What follows belongs to an exercise in optimizing a design on an open flow for small area, a short achievable clock period and few clock cycles per item; a production flow would make more cautious choices.
No run shown here included a check of the RTL's function; only the layout flow was run.

==> flow/design.v (outline; a module is shown in full before it is edited, if it fits) <==
// module ydl_corr_cordic: 676 lines
// module ydl_angle_engine: 272 lines
module ydl_angle_engine (
    input  wire        clk,
    input  wire        rst,
    input  wire        hdr_valid,
    output wire        hdr_ready,
    input  wire [15:0] hdr_start_code,
    input  wire [15:0] hdr_end_code,
    input  wire [7:0]  hdr_count,
    input  wire [13:0] hdr_dist_first,
    input  wire [13:0] hdr_dist_last,
    input  wire        smp_valid,
    output wire        smp_ready,
    input  wire [23:0] smp_raw,
    output wire        out_valid,
    input  wire        out_ready,
    output reg  [15:0] out_angle,
    output reg  [13:0] out_dist,
    output reg  [9:0]  out_intensity,
    output reg         out_last
);
  // ...
==> flow/run.sh <==
#!/bin/bash
# synth_recipe.tcl (not shown) runs the flow's synth.tcl, then flattens the netlist and writes it again
# the make line also repeats each setting of config.mk as NAME=value (left out here)
make -C /OpenROAD-flow-scripts/flow DESIGN_CONFIG=/design/flow/config.mk WORK_HOME=/design/flow/orfs CLKGATE_MAP_FILE= SYNTH_SCRIPT=/design/flow/synth_recipe.tcl finish
==> flow/config.mk <==
export PLATFORM = sky130hd
export DESIGN_NAME = ydl_angle_engine
export DESIGN_NICKNAME = ydl_angle_engine
export VERILOG_FILES = /design/flow/design.v
export SDC_FILE = /design/flow/constraint.sdc
export NUM_CORES = 4
export LEC_CHECK = 0
export ABC_AREA = 1
export CAP_MARGIN = 20
export CORE_MARGIN = 2
export CORE_UTILIZATION = 40
export SLEW_MARGIN = 20
==> flow/constraint.sdc <==
create_clock -name core_clock -period 12.0 [get_ports {clk}]
set_input_delay 2.4000 -clock core_clock [delete_from_list [all_inputs] [get_ports {clk}]]
set_output_delay 2.4000 -clock core_clock [all_outputs]
set_load 0.01 [all_outputs]
==> results.py, run 1 <==
metrics = {
    "setup_path": {
        "endpoint_kind": "flip-flop",
        "crit_fanout": 15,
        "worstReg2RegEnd": "w_r[9]",
    },
    "final_layout": {
        "nFillCells": 13920,
        "post-route-util_pct": 45.3,
        "instances_no_fill": 8237,
        "final_cell_mix": "nand2_1 (1322), edfxtp_1 (932), inv_1 (787), ha_1 (467), a21oi_1 (378)",
        "n_all_inverters": 804,
        "sh_seq_area_pct": 43.5,
    },
    "floorplan": {
        "die_y_um": 391,
        "die_x_um": 391,
    },
    "drt": {
        "avgViaCountPerCell": 5.04,
        "wl_per_cell_um": 16.9,
        "vias": 41520,
        "dr_wl_met2_um": 64500,
    },
    "worst_hold_path": {
        "worstHoldPathCells": 0,
    },
    "global_routing": {
        "grtUsageMet3_pct": 2.98,
        "grt_max_degree": 176,
        "met1_usage_pct": 24.8,
    },
    "yosys": {
        "synth_compound_area_share_pct": 8.73,
        "synth_area_leaders": "edfxtp_1 (47%), ha_1 (9.8%), nand2_1 (8.3%)",
        "synth_edf_count": 932,
        "synthesis.nets": 6770,
        "netlist_area_um2": 59800,
        "yosys.area_share.simple_pct": 14.6,
    },
    "clocking": {
        "clock_sink_count": 991,
        "clock_latency_ns": 0.73,
    },
    "timing": {
        "rsz0062_at_grt": "no",
        "max_slew_margin_pct": 29.7,
    },
    "run_status": {
        "status": "timing/DRC/antenna clean",
    },
}
==> module ydl_angle_engine, before the edit <==
module ydl_angle_engine (
    input  wire        clk,
    input  wire        rst,
    input  wire        hdr_valid,
    output wire        hdr_ready,
    input  wire [15:0] hdr_start_code,
    input  wire [15:0] hdr_end_code,
    input  wire [7:0]  hdr_count,
    input  wire [13:0] hdr_dist_first,
    input  wire [13:0] hdr_dist_last,
    input  wire        smp_valid,
    output wire        smp_ready,
    input  wire [23:0] smp_raw,
    output wire        out_valid,
    input  wire        out_ready,
    output reg  [15:0] out_angle,
    output reg  [13:0] out_dist,
    output reg  [9:0]  out_intensity,
    output reg         out_last
);
    localparam [2:0] W_IDLE = 3'd0,   
                     W_S0   = 3'd1,   
                     W_S1   = 3'd2,   
                     W_WT   = 3'd3,   
                     W_DIV  = 3'd4,   
                     W_DONE = 3'd5;   
    reg        out_v, skid_v;
    reg [15:0] sk_angle;
    reg [13:0] sk_dist;
    reg [9:0]  sk_int;
    reg        sk_last;
    wire       en = ~skid_v;
    assign out_valid = out_v;
    reg  [2:0]  w_st;
    reg  [3:0]  w_cnt;
    reg  [7:0]  w_dv;               
    reg         w_nb, w_nd;         
    reg  [20:0] w_f;                
    reg  [26:0] w_q;                
    reg  [9:0]  w_r;
    reg         p_v, p_conv;
    reg  [20:0] p_f;
    reg  [7:0]  p_n;
    reg  [26:0] p_step;
    reg         e_act, e_conv;
    reg  [7:0]  e_rem;
    reg  [26:0] e_acc, e_step;
    reg         hdr_rdy_q, smp_rdy_q;   
    wire        w_bub = w_nb & ((w_st == W_S0) | (w_st == W_S1));
    assign hdr_ready = hdr_rdy_q;       
    assign smp_ready = smp_rdy_q;       
    wire        hdr_take = hdr_valid & hdr_ready;
    wire        smp_take = smp_valid & smp_ready;
    wire        e_last = (e_rem == 8'd1);
    wire        p_to_e = p_v & (~e_act | (smp_take & e_last));
    reg         r0_v, r0_b, r0_last, r0_conv;
    reg  [13:0] r0_d, r0_dn;
    reg  [3:0]  r0_sh;
    reg         r0_dz, r0_n1;
    reg  [9:0]  r0_int;
    reg  [20:0] r0_z;
    always @(posedge clk) begin
        if (rst)
            r0_v <= 1'b0;
        else if (en)
            r0_v <= w_bub | smp_take;
    end
    wire [13:0] i_d = w_bub ? ((w_st == W_S0) ? hdr_dist_first : hdr_dist_last) : smp_raw[23:10];
    reg  [3:0]  i_sh;
    always @(*) begin
        casez (i_d)
            14'b1?????????????: i_sh = 4'd0;
            14'b01????????????: i_sh = 4'd1;
            14'b001???????????: i_sh = 4'd2;
            14'b0001??????????: i_sh = 4'd3;
            14'b00001?????????: i_sh = 4'd4;
            14'b000001????????: i_sh = 4'd5;
            14'b0000001???????: i_sh = 4'd6;
            14'b00000001??????: i_sh = 4'd7;
            14'b000000001?????: i_sh = 4'd8;
            default:            i_sh = 4'd9;
        endcase
    end
    always @(posedge clk) begin
        if (en) begin
            r0_sh <= i_sh;
            r0_dz <= (i_d == 14'd0);
            r0_n1 <= (i_d == 14'd0) | (i_d >= 14'd25);
            r0_dn <= i_d << i_sh;
            if (w_bub) begin
                r0_b    <= 1'b1;
                r0_last <= (w_st == W_S1);
                r0_conv <= 1'b1;
                r0_d    <= (w_st == W_S0) ? hdr_dist_first : hdr_dist_last;
                r0_z    <= {6'd0, (w_st == W_S0) ? hdr_start_code[15:1] : hdr_end_code[15:1]};
                r0_int  <= 10'd0;
            end else begin
                r0_b    <= 1'b0;
                r0_last <= e_last;
                r0_conv <= e_conv;
                r0_d    <= smp_raw[23:10];
                r0_int  <= smp_raw[9:0];
                r0_z    <= e_acc[26:6];
            end
        end
    end
    wire        x_v;
    wire [25:0] x_pay;
    wire [20:0] x_z;
    wire [15:0] x_ang;
    ydl_corr_cordic u_corr (
        .clk    (clk),
        .rst    (rst),
        .en     (en),
        .in_v   (r0_v),
        .in_pay ({r0_b, r0_last, r0_int, r0_d}),
        .in_d   (r0_d),
        .in_dn  (r0_dn),
        .in_sh  (r0_sh),
        .in_dz  (r0_dz),
        .in_n1  (r0_n1),
        .in_z   (r0_z),
        .in_conv(r0_conv),
        .out_v  (x_v),
        .out_pay(x_pay),
        .out_z  (x_z),
        .out_ang(x_ang)
    );
    wire        x_b    = x_pay[25];
    wire        x_last = x_pay[24];
    wire [9:0]  x_int  = x_pay[23:14];
    wire [13:0] x_d    = x_pay[13:0];
    wire        res_v  = x_v & ~x_b;
    always @(posedge clk) begin
        if (rst) begin
            out_v  <= 1'b0;
            skid_v <= 1'b0;
        end else if (skid_v) begin
            if (out_ready)
                skid_v <= 1'b0;
        end else if (~out_v | out_ready) begin
            out_v <= res_v;
        end else if (res_v) begin
            skid_v <= 1'b1;
        end
    end
    always @(posedge clk) begin
        if (skid_v) begin
            if (out_ready) begin
                out_angle     <= sk_angle;
                out_dist      <= sk_dist;
                out_intensity <= sk_int;
                out_last      <= sk_last;
            end
        end else if (~out_v | out_ready) begin
            if (res_v) begin
                out_angle     <= x_ang;
                out_dist      <= x_d;
                out_intensity <= x_int;
                out_last      <= x_last;
            end
        end else if (res_v) begin
            sk_angle <= x_ang;
            sk_dist  <= x_d;
            sk_int   <= x_int;
            sk_last  <= x_last;
        end
    end
    wire [9:0]  dvx = {2'b0, w_dv};
    wire [9:0]  r2a = {w_r[8:0], w_q[26]};
    wire [9:0]  ra  = w_r[9] ? r2a + dvx : r2a - dvx;
    wire [9:0]  r2b = {ra[8:0], w_q[25]};
    wire [9:0]  rb  = ra[9] ? r2b + dvx : r2b - dvx;
    wire [9:0]  r2c = {rb[8:0], w_q[24]};
    wire [9:0]  rc  = rb[9] ? r2c + dvx : r2c - dvx;
    wire        xb_en = en & x_v & x_b;
    wire [20:0] span = x_z - w_f;
    always @(posedge clk) begin
        if (rst)
            w_st <= W_IDLE;
        else
            w_st <= w_st_n;
    end
    always @(posedge clk) begin
        case (w_st)
            W_IDLE: if (hdr_valid) begin
                w_dv <= hdr_count - 8'd1;
                w_nb <= (hdr_count > 8'd1);
                w_nd <= (hdr_count > 8'd2);
            end
            W_WT: begin
                if (xb_en) begin
                    if (~x_last)
                        w_f <= x_z;
                    else begin
                        w_q   <= {span, 6'd0};
                        w_r   <= 10'd0;
                        w_cnt <= 4'd0;
                    end
                end
            end
            W_DIV: begin
                w_q   <= {w_q[23:0], ~w_r[9], ~ra[9], ~rb[9]};
                w_r   <= rc;
                w_cnt <= w_cnt + 4'd1;
            end
            default: ;
        endcase
    end
    reg  [2:0] w_st_n;
    always @(*) begin
        w_st_n = w_st;
        case (w_st)
            W_IDLE: if (hdr_valid) w_st_n = W_S0;
            W_S0:   if (~w_nb) w_st_n = W_DONE; else if (en) w_st_n = W_S1;
            W_S1:   if (en) w_st_n = W_WT;
            W_WT:   if (xb_en & x_last) w_st_n = w_nd ? W_DIV : W_DONE;
            W_DIV:  if (w_cnt == 4'd8) w_st_n = W_DONE;
            W_DONE: if (hdr_take) w_st_n = W_IDLE;
            default: w_st_n = W_IDLE;
        endcase
    end
    wire w_nb_n   = (w_st == W_IDLE & hdr_valid) ? (hdr_count > 8'd1) : w_nb;
    wire w_bub_n  = w_nb_n & ((w_st_n == W_S0) | (w_st_n == W_S1));
    wire p_v_n    = hdr_take | (p_v & ~p_to_e);
    wire e_act_n  = p_to_e | (e_act & ~(smp_take & e_last));
    wire skid_v_n = skid_v ? ~out_ready : (~out_v | out_ready) ? 1'b0 : res_v;
    always @(posedge clk) begin
        if (rst) begin
            hdr_rdy_q <= 1'b0;
            smp_rdy_q <= 1'b0;
        end else begin
            hdr_rdy_q <= (w_st_n == W_DONE) & ~p_v_n;
            smp_rdy_q <= ~skid_v_n & e_act_n & ~w_bub_n;
        end
    end
    always @(posedge clk) begin
        if (rst)
            p_v <= 1'b0;
        else if (hdr_take)
            p_v <= 1'b1;
        else if (p_to_e)
            p_v <= 1'b0;
    end
    always @(posedge clk) begin
        if (hdr_take) begin
            p_conv <= ~w_nb;
            p_f    <= w_nb ? w_f : {6'd0, hdr_start_code[15:1]};
            p_n    <= hdr_count;
            p_step <= w_nd ? {w_q[25:0], 1'b1} : w_q;
        end
    end
    always @(posedge clk) begin
        if (rst)
            e_act <= 1'b0;
        else if (p_to_e)
            e_act <= 1'b1;
        else if (smp_take & e_last)
            e_act <= 1'b0;
    end
    always @(posedge clk) begin
        if (p_to_e) begin
            e_conv <= p_conv;
            e_rem  <= p_n;
            e_acc  <= {p_f, 6'd0};
            e_step <= p_step;
        end else if (smp_take) begin
            e_rem  <= e_rem - 8'd1;
            e_acc  <= e_acc + e_step;
        end
    end
endmodule
==> run 2, diff against run 1 <==
--- a/flow/design.v
+++ b/flow/design.v
@@ -844,10 +844,10 @@
     end
     wire [9:0]  dvx = {2'b0, w_dv};
-    wire [9:0]  r2a = {w_r[8:0], w_q[26]};
-    wire [9:0]  ra  = w_r[9] ? r2a + dvx : r2a - dvx;
-    wire [9:0]  r2b = {ra[8:0], w_q[25]};
-    wire [9:0]  rb  = ra[9] ? r2b + dvx : r2b - dvx;
-    wire [9:0]  r2c = {rb[8:0], w_q[24]};
-    wire [9:0]  rc  = rb[9] ? r2c + dvx : r2c - dvx;
+    wire [10:0] sa  = {w_r[8:0], w_q[26], 1'b1} + {dvx ^ {10{~w_r[9]}}, ~w_r[9]};
+    wire [9:0]  ra  = sa[10:1];
+    wire [10:0] sb  = {ra[8:0], w_q[25], 1'b1} + {dvx ^ {10{~ra[9]}}, ~ra[9]};
+    wire [9:0]  rb  = sb[10:1];
+    wire [10:0] sc  = {rb[8:0], w_q[24], 1'b1} + {dvx ^ {10{~rb[9]}}, ~rb[9]};
+    wire [9:0]  rc  = sc[10:1];
     wire        xb_en = en & x_v & x_b;
     wire [20:0] span = x_z - w_f;
==> run 2 against run 1 <==
Compared with the run above:
- critical path depth is 11 lower
- worst setup slack gained 1.4 ns
- sequential share of layout area increased by 0.67 points
- core utilization hardly changed
- worst hold slack better by 0.026 ns
- global-route usage decreased by 0.95 points
- still clean
- synthesized cell count shrank 4.0%
- clock skew shrank 0.032 ns
- count of clock-buffer cells in the layout decreased by 13
==> results.py, run 2 <==
metrics = {
    "run_status": {
        "status": "timing/DRC/antenna clean",
    },
    "clocking": {
        "clockBufferDepth": 3,
        "htreeDepth": 3,
        "cts_tree": "done",
        "clock_sink_count": 991,
        "clkTransAtPathRegs_ns": 0.06,
        "post_cts_buffers": 0,
        "cts_buffers": 104,
        "clock_latency_ns": 0.71,
        "cts.repair.resized": 0,
        "holdBufCountCts": 0,
        "root_buffer": "clkbuf_16",
    },
    "yosys": {
        "yosys_warnings": 2,
        "synth_compound_area_share_pct": 8.78,
        "syn-instance-count": 5804,
        "synthDistinctLibCells": 61,
        "synth_edf_count": 932,
        "yosys.area_share.simple_pct": 13.6,
        "syn_area_per_cell_um2": 10.2,
        "synth.most_common_cell": "nand2_1",
        "synth_top_cell_by_area": "edfxtp_1",
        "synthMuxAreaShare_pct": 0,
        "ys_seq_elements": 991,
        "yosysTopAreaCellShare_pct": 47.5,
        "synthAdderAreaFrac_pct": 15.3,
        "synth_ff_type": "edfxtp_1",
        "synth_top_family_by_area": "adder cells",
        "ys_seq_area_share_pct": 49.5,
        "synthArstFlopShare_pct": 0,
        "netlist_area_um2": 59000,
        "synth_area_leaders": "edfxtp_1 (47%), ha_1 (9.9%), nand2_1 (7.7%)",
        "synthTopCellsByCount": "nand2_1 (1210), edfxtp_1 (932), inv_1 (707)",
        "synth-xor-area-share_pct": 7.53,
        "synthesis.nets": 6528,
    },
    "timing": {
        "slew_violations": 0,
        "rsz0062_at_grt": "no",
        "tightest_slew_ns": 1.12,
        "fin_tns_setup_ns": 0,
        "setup_viol": 0,
        "finalCriticalPeriod_ns": 5.92,
        "max_freq_mhz": 169,
        "finalHoldViolations": 0,
        "max_slew_margin_pct": 25.4,
        "period_share_pct": 49.3,
        "fin_skew_ns": 0.0398,
    },
    "floorplan": {
        "die_area_um2": 150000,
        "rows": 140,
        "initial_core_util_pct": 40.4,
        "die_y_um": 388,
        "die_x_um": 388,
        "core_region_area_um2": 146000,
        "ios": 141,
    },
    "final_layout": {
        "drive_above_1_share_pct": 4.15,
        "nFillCells": 13616,
        "final_cell_mix": "nand2_1 (1210), edfxtp_1 (932), inv_1 (704), ha_1 (467), a21oi_1 (392)",
        "final_common_cell": "nand2_1",
        "multiInputGateArea_um2": 26700,
        "instances_no_fill": 7985,
        "nets": 6705,
        "seq_area_um2": 29200,
        "syn_to_final_growth_pct": 12.0,
    },
    "drt": {
        "wl_um": 130000,
        "drt_pass1_iterations": 6,
        "drt_iter0_drc": 2543,
        "vias": 39787,
        "detail-route-antenna-nets": 0,
        "drc": 0,
        "wl_per_cell_um": 16.3,
        "avgViaCountPerCell": 4.98,
    },
    "setup_path": {
        "cpMaxStageDelayCell": "edfxtp_1",
        "crit_arrival_ns": 6.37,
        "worstReg2RegEnd": "w_r[8]",
        "r2r_start": "w_r[9]",
        "crit_top_cell": "nand2_1",
        "reg2regPathDepth": 28,
        "critical_path_buf_inv_count": 2,
        "setup.worst_path.start": "w_r[9]",
        "endpoint": "w_r[8]",
        "slowest_delay_ns": 0.80,
        "path_class": "flip-flop to flip-flop",
        "critPathTopFamily": "simple AND/OR/NAND/NOR gates",
        "reg2reg_slack_ns": 6.08,
        "start_kind": "flip-flop",
        "crit_fanout": 12,
        "path_depth": 28,
        "endpoint_kind": "flip-flop",
        "crit_required_ns": 12.45,
    },
    "global_routing": {
        "grt_pass1_wl_um": 209000,
        "grt_pass1_vias": 39476,
        "track_usage_pct": 17.2,
        "overflow": 0,
        "grt_max_degree": 179,
        "antenna_found_initial": 0,
    },
    "worst_hold_path": {
        "worstHoldPathCells": 0,
        "worstHoldPathType": "flip-flop to flip-flop",
    },
    "placed_design": {
        "numPortBuffers": 138,
        "dp.cells": 7792,
        "gp_congestion": 0.909,
        "hpwl_um": 97800,
    },
    "run": {
        "maxCapViolations": 0,
    },
}
[run 2: routing by layer]
metal / global-route usage (%) / share of wire (%) / up-vias
met1: 24.0 / 48 / 18814
met3: 2.35 / 4.0 / 155
li1: - / - / 20115
met4: 3.62 / 1.8 / 0
met2: 28.7 / 46 / 703
met5: 0 / 0 / -
[run 2: kinds of logic (layout without fill, tap and decap cells)]
group	Yosys count	after routing
AND/OR/NAND/NOR	1924	1924
flip-flops	991	991
AO/OA/AOI/OAI	944	944
buffers and inverters	811	1074
adder cells (fa/ha/maj)	627	627
XOR/XNOR	507	507
other	0	1
[run 2: worst min path at each step]
stage | from | end | slack (ns)
after floorplan | u_corr.kx[0] | u_corr.x_r1[0] | 0.39
after global placement | u_corr.pay_r5[22] | u_corr.pay_r7[22] | 0.40
after detailed placement | p_conv | e_conv | 0.40
after CTS | u_corr.z_r9[9] | u_corr.z_r11[9] | 0.41
after global routing | u_corr.pay_r11[3] | u_corr.pay_r13[3] | 0.42
final | u_corr.pay_r11[25] | u_corr.pay_r13[25] | 0.41
[run 2: area by class of cell]
cell class	instances	share of cell area, %
sequential	991	44.2
multi-input combinational	4002	40.5
clock buffer	126	4.13
inverter	715	4.08
tap	1917	3.63
timing repair buffer	167	2.46
clock inverter	66	1.05
antenna	1	0.00379
[run 2: metrics by stage]
stage / area, um^2 / hold slack (ns) / utilization [%] / setup slack [ns]
finish: 66000 / 0.409 / 45.2 / 6.08
floorplan: 59000 / 0.386 / - / 2.05
detailed placement: 62600 / 0.405 / 42.9 / 5.90
global placement: 62600 / 0.400 / 42.9 / 5.97
global route: 66000 / 0.418 / 45.2 / 5.58
CTS: 66000 / 0.410 / 45.2 / 6.16

[static timing again, ports no longer ideal]
In the flow no input, the clock included, has a driving cell. The finished layouts below were timed again as built, in two steps.
Step 1 assumes that a clkbuf_16 drives the clock port and a buf_2 every other input.
Step 2 times the ports against the registers' clock, not the clock port: input delays grow and output delays shrink by t, the midpoint of the rising clock arrivals with the driver on.
Slacks: no drivers / after step 1 / after step 2; pairs: no drivers / after step 1.
run | shift t [ns] | setup slack, ns | worst setup path at the end | clock arrival spread, ns | pins driven straight from the clock port
run 1 | 0.771 | 4.662 / 4.662 / 4.662 | register to register | 0.072 / 0.072 | 1
run 2 | 0.768 | 6.082 / 6.082 / 5.857 | input to register | 0.040 / 0.040 | 1
After both steps setup and hold are still met in every run listed. For run 2, which loses most, drivers alone change the setup slack by 0.000 ns; drivers and shift together by -0.225 ns.
